This design comes from an exercise in tuning for small area on the open sky130 flow, not from production work.
In this exercise RTL edits were held to simulation tests only and were not proved equivalent to the original.
Power and IR drop assume default switching activity.

==> flow/design.v <==
module uavtalk_txn_entry (
    input  wire        clk,
    input  wire        valid,
    input  wire [31:0] cmd_obj,
    input  wire [15:0] cmd_inst,
    input  wire        resp_we,
    input  wire        resp_in,
    output wire        exact,         
    output wire        wild,          
    output reg         resp           
);
    reg [31:0] obj;
    reg [15:0] inst;
    always @(posedge clk) begin
        if (!valid) begin
            obj  <= cmd_obj;
            inst <= cmd_inst;
        end
        if (resp_we)
            resp <= resp_in;
    end
    wire obj_eq = obj == cmd_obj;
    assign exact = valid && obj_eq && inst == cmd_inst;
    assign wild  = valid && obj_eq && &inst;
endmodule
module uavtalk_txn #(
    parameter DEPTH = 16
) (
    input  wire        clk,
    input  wire        rst,           
    input  wire        cmd_valid,
    input  wire [2:0]  cmd_op,
    input  wire [31:0] cmd_obj,
    input  wire [15:0] cmd_inst,
    output reg         rsp_valid,
    output reg         rsp_hit,
    output reg         rsp_full,
    output reg         note_valid,
    output reg         note_fail,
    output reg  [31:0] note_obj,
    output reg  [15:0] note_inst
);
    localparam [2:0] OP_OPEN_OBJ = 3'd0,    
                     OP_OPEN_ACK = 3'd1,    
                     OP_RX_OBJ   = 3'd2,
                     OP_RX_ACK   = 3'd3,
                     OP_RX_NACK  = 3'd4,
                     OP_CANCEL   = 3'd5;
    localparam [15:0] ALL_INST = 16'hFFFF;
    reg  [DEPTH-1:0] t_valid;
    wire [DEPTH-1:0] exact_v, wild_v, t_resp, resp_we;
    wire             want_ack = cmd_op[0];
    genvar g;
    generate
        for (g = 0; g < DEPTH; g = g + 1) begin : ent
            uavtalk_txn_entry u (
                .clk(clk), .valid(t_valid[g]), .cmd_obj(cmd_obj), .cmd_inst(cmd_inst),
                .resp_we(resp_we[g]), .resp_in(want_ack),
                .exact(exact_v[g]), .wild(wild_v[g]), .resp(t_resp[g]));
        end
    endgenerate
    wire exact_hit = |exact_v;
    wire wild_hit  = |wild_v;
    wire find_hit  = exact_hit | wild_hit;
    wire [DEPTH-1:0] find_v = exact_hit ? exact_v : wild_v;
    wire find_resp = |(find_v & t_resp);
    reg [DEPTH-1:0] free_v;
    reg             seen;
    integer f;
    always @* begin
        seen = 1'b0;
        for (f = 0; f < DEPTH; f = f + 1) begin
            free_v[f] = !t_valid[f] && !seen;
            seen      = seen | !t_valid[f];
        end
    end
    wire free_found = ~&t_valid;
    wire is_open   = (cmd_op == OP_OPEN_OBJ) || (cmd_op == OP_OPEN_ACK);
    wire is_rx     = (cmd_op == OP_RX_OBJ) || (cmd_op == OP_RX_ACK);
    wire inst_all  = cmd_inst == ALL_INST;
    wire inst_zero = cmd_inst == 16'h0000;
    wire do_open  = is_open && (exact_hit || free_found);
    wire rx_ok    = !inst_all && find_hit && (find_resp == want_ack) &&
                    (exact_hit || inst_zero);
    wire do_close = (is_rx && rx_ok) ||
                    (cmd_op == OP_RX_NACK && find_hit) ||
                    (cmd_op == OP_CANCEL  && find_hit);
    wire act = cmd_valid && !rst;
    wire [DEPTH-1:0] set_v = (act && is_open && !exact_hit) ? free_v : {DEPTH{1'b0}};
    wire [DEPTH-1:0] clr_v = (act && do_close) ? find_v : {DEPTH{1'b0}};
    assign resp_we = ~t_valid | ((act && is_open) ? exact_v : {DEPTH{1'b0}});
    always @(posedge clk) begin
        if (rst)
            t_valid <= {DEPTH{1'b0}};
        else
            t_valid <= (t_valid | set_v) & ~clr_v;
    end
    always @(posedge clk) begin
        if (rst) begin
            rsp_valid  <= 1'b0;
            note_valid <= 1'b0;
        end else begin
            rsp_valid  <= cmd_valid;
            note_valid <= cmd_valid && do_close;
        end
        rsp_hit   <= do_open | do_close;
        rsp_full  <= is_open && !do_open;
        note_fail <= cmd_op == OP_CANCEL;
        note_obj  <= cmd_obj;
        note_inst <= exact_hit ? cmd_inst : ALL_INST;
    end
endmodule
export LEC_CHECK = 0
export CAP_MARGIN = 0
export CORE_MARGIN = 2
export CORE_UTILIZATION = 78
export CTS_BUF_LIST = sky130_fd_sc_hd__clkbuf_8
export CTS_CLUSTER_DIAMETER = 60
export CTS_CLUSTER_SIZE = 18
export SLEW_MARGIN = 0
export SYNTH_HIERARCHICAL = 1
create_clock -name core_clock -period 10.0 [get_ports {clk}]
standard.sh (not shown) runs the stock make flow with config.mk's settings and CLKGATE_MAP_FILE= SYNTH_SCRIPT=/design/flow/synth_recipe.tcl, a recipe that flattens the netlist after the stock synthesis.
==> flow/flow/run.sh <==
#!/bin/bash
set -euo pipefail
export BUFFER_PORTS_ARGS="-buffer_cell sky130_fd_sc_hd__buf_1"
export CTS_ARGS="-sink_clustering_enable -repair_clock_nets -sink_clustering_size 18 -sink_clustering_max_diameter 60 -buf_list sky130_fd_sc_hd__clkbuf_8 -dont_use_dummy_load"
bash standard.sh > standard.log 2>&1
Edit:
--- a/flow/config.mk
+++ b/flow/config.mk
@@ -9,3 +9,3 @@
 export CORE_MARGIN = 2
-export CORE_UTILIZATION = 78
+export CORE_UTILIZATION = 85
 export CTS_BUF_LIST = sky130_fd_sc_hd__clkbuf_8
After rerunning:
- worst setup slack gets worse by 360 ps
- clock skew came out higher by 13 ps
- register-to-register slack gets worse by 330 ps
Edit:
==> flow/run.sh (new file) <==
#!/bin/bash
# synth_recipe.tcl (not shown) runs the flow's synth.tcl, then flattens the netlist and writes it again
# the make line also repeats each setting of config.mk as NAME=value (left out here)
make -C /OpenROAD-flow-scripts/flow DESIGN_CONFIG=/design/flow/config.mk WORK_HOME=/design/flow/orfs CLKGATE_MAP_FILE= SYNTH_SCRIPT=/design/flow/synth_recipe.tcl finish
--- a/flow/config.mk
+++ b/flow/config.mk
@@ -9,6 +9,6 @@
 export CORE_MARGIN = 2
-export CORE_UTILIZATION = 85
-export CTS_BUF_LIST = sky130_fd_sc_hd__clkbuf_8
-export CTS_CLUSTER_DIAMETER = 60
-export CTS_CLUSTER_SIZE = 18
+export CORE_UTILIZATION = 70
+export CTS_BUF_LIST = sky130_fd_sc_hd__clkbuf_16
+export CTS_CLUSTER_DIAMETER = 80
+export CTS_CLUSTER_SIZE = 30
 export SLEW_MARGIN = 0
removed: flow/flow/run.sh
removed: flow/standard.sh
The new run completed without violations.
Routed wire length goes down by 17%.
Worst setup slack improved by 420 ps.
Power went up by about 3.6%.
Sequential cell count stays the same.
Global-route usage shrinks by 14 points.
Sequential power hardly moves.
Area after synthesis stays the same.

---

Starts from the design.v that is shown in full above.
clock: 10.0 ns
lec_check: 0
cap_margin: 0
core_margin: 2
core_utilization: 70
cts_buf_list: sky130_fd_sc_hd__clkbuf_8
cts_cluster_diameter: 60
cts_cluster_size: 18
slew_margin: 0
synth_hierarchical: 1
==> flow/flow/run.sh <==
#!/bin/bash
set -euo pipefail
export BUFFER_PORTS_ARGS="-buffer_cell sky130_fd_sc_hd__buf_1"
export CTS_ARGS="-sink_clustering_enable -repair_clock_nets -sink_clustering_size 18 -sink_clustering_max_diameter 60 -buf_list sky130_fd_sc_hd__clkbuf_8 -dont_use_dummy_load"
bash standard.sh > standard.log 2>&1
The first run produced a clean layout.
Then changed:
==> flow/flow/run.sh (replaced) <==
#!/bin/bash
# The standard layout (standard.sh: standard synthesis, floorplan, place,
# CTS, route, finish), with one change: the buffers that placement puts on
# every input and output port are the smallest buffer, buf_1, instead of the
# resizer's default choice; repair_design then sizes up any port buffer that
# needs more drive. The full output goes to standard.log in the work folder.
set -euo pipefail
export BUFFER_PORTS_ARGS="-buffer_cell sky130_fd_sc_hd__buf_1"
bash standard.sh > standard.log 2>&1
- CTS_BUF_LIST: sky130_fd_sc_hd__clkbuf_8 -> sky130_fd_sc_hd__clkbuf_16
- CTS_CLUSTER_DIAMETER: 60 -> 80
- CTS_CLUSTER_SIZE: 18 -> 30
=> Final area went up slightly. Flip-flop and latch count is unchanged. Global-route usage is about the same. Via count went down slightly. Worst setup slack is worse by 0.077 ns. Synthesized cell count does not change.
Then changed:
==> flow/flow/run.sh (replaced) <==
#!/bin/bash
set -euo pipefail
export BUFFER_PORTS_ARGS="-buffer_cell sky130_fd_sc_hd__buf_1"
export CTS_ARGS="-sink_clustering_enable -repair_clock_nets -sink_clustering_size 30 -sink_clustering_max_diameter 80 -buf_list sky130_fd_sc_hd__clkbuf_16 -dont_use_dummy_load"
bash standard.sh > standard.log 2>&1
=> Via count went up slightly. Non-clock buffer count does not change. Cell count drops slightly. Clock power goes down by roughly a tenth. Area after synthesis is unchanged. Die area does not change. First-iteration DRC count rose by roughly a tenth.

---

uavtalk_txn, a different RTL version from the one above (not shown whole).
For scale: roughly 850 flip-flops, about 110 I/O pins.
make LEC_CHECK=0 CAP_MARGIN=0 CORE_MARGIN=2 CORE_UTILIZATION=60 CTS_BUF_LIST=sky130_fd_sc_hd__clkbuf_8 CTS_CLUSTER_SIZE=30 SLEW_MARGIN=0 finish   # period 10.0 ns
run.sh (not shown) runs the stock make flow with config.mk's settings and CLKGATE_MAP_FILE= SYNTH_SCRIPT=/design/flow/synth_recipe.tcl, a recipe that flattens the netlist after the stock synthesis.
Stock flow here: none of the scripts above is used.
The starting point went through all stages and came out clean.
Change:
CAP_MARGIN = 20   (was 0)
CORE_UTILIZATION = 40   (was 60)
CTS_BUF_LIST = default   (was sky130_fd_sc_hd__clkbuf_8)
CTS_CLUSTER_SIZE = default   (was 30)
SLEW_MARGIN = 20   (was 0)
Worst setup slack degrades by 0.19 ns.
Hold slack improves by 0.035 ns.
Wire length came out higher by 4.3%.
Combinational power stays flat.
Design area came out higher by 1.8%.
Synthesized area is unchanged.
Power came out higher by 4.1%.
Die area came out higher by 49%.
Synthesized cell count stays the same.
Final cell count came out higher by 8.7%.

-- afterwards: timing with drivers on the ports --
In the flow no input, the clock included, has a driving cell. The finished layouts below were timed again as built, in two steps.
Step 1 (the two cells are an assumption about what drives the block):
set clk [get_ports {clk}]
set_driving_cell -lib_cell sky130_fd_sc_hd__clkbuf_16 $clk
set_driving_cell -lib_cell sky130_fd_sc_hd__buf_2 [delete_from_list [all_inputs] $clk]
Step 2 adds t to the input delays and takes it off the output delays; t is the mean of the earliest and latest rising clock arrival at the registers after step 1. Input paths then give back, and output paths get back, about the clock's delay inside the block.
a / b / c = no drivers / after step 1 / after step 2; a / b = the first two.
run	t (ns)	setup WS [ns]	worst hold slack (ns)	pins driven straight from the clock port
the first run of note 1	0.718	2.974 / 3.009 / 2.291	0.560 / 0.560 / 0.560	1
the second run of note 1	0.751	2.614 / 2.645 / 1.894	0.569 / 0.569 / 0.569	1
the third run of note 1	0.651	3.029 / 3.062 / 2.412	0.545 / 0.545 / 0.545	1
the first run of note 2	0.743	2.948 / 2.983 / 2.240	0.531 / 0.531 / 0.531	1
the second run of note 2	0.645	2.872 / 2.904 / 2.259	0.554 / 0.554 / 0.554	1
the third run of note 2	0.629	2.761 / 2.800 / 2.171	0.533 / 0.533 / 0.533	1
the first run of note 3	0.863	4.072 / 4.110 / 3.246	0.554 / 0.554 / 0.554	1
the second run of note 3	0.741	3.880 / 3.919 / 3.178	0.589 / 0.589 / 0.589	1
After both steps setup and hold are still met in every run listed. For the first run of note 3, which loses most, drivers alone change the setup slack by +0.038 ns; drivers and shift together by -0.826 ns.
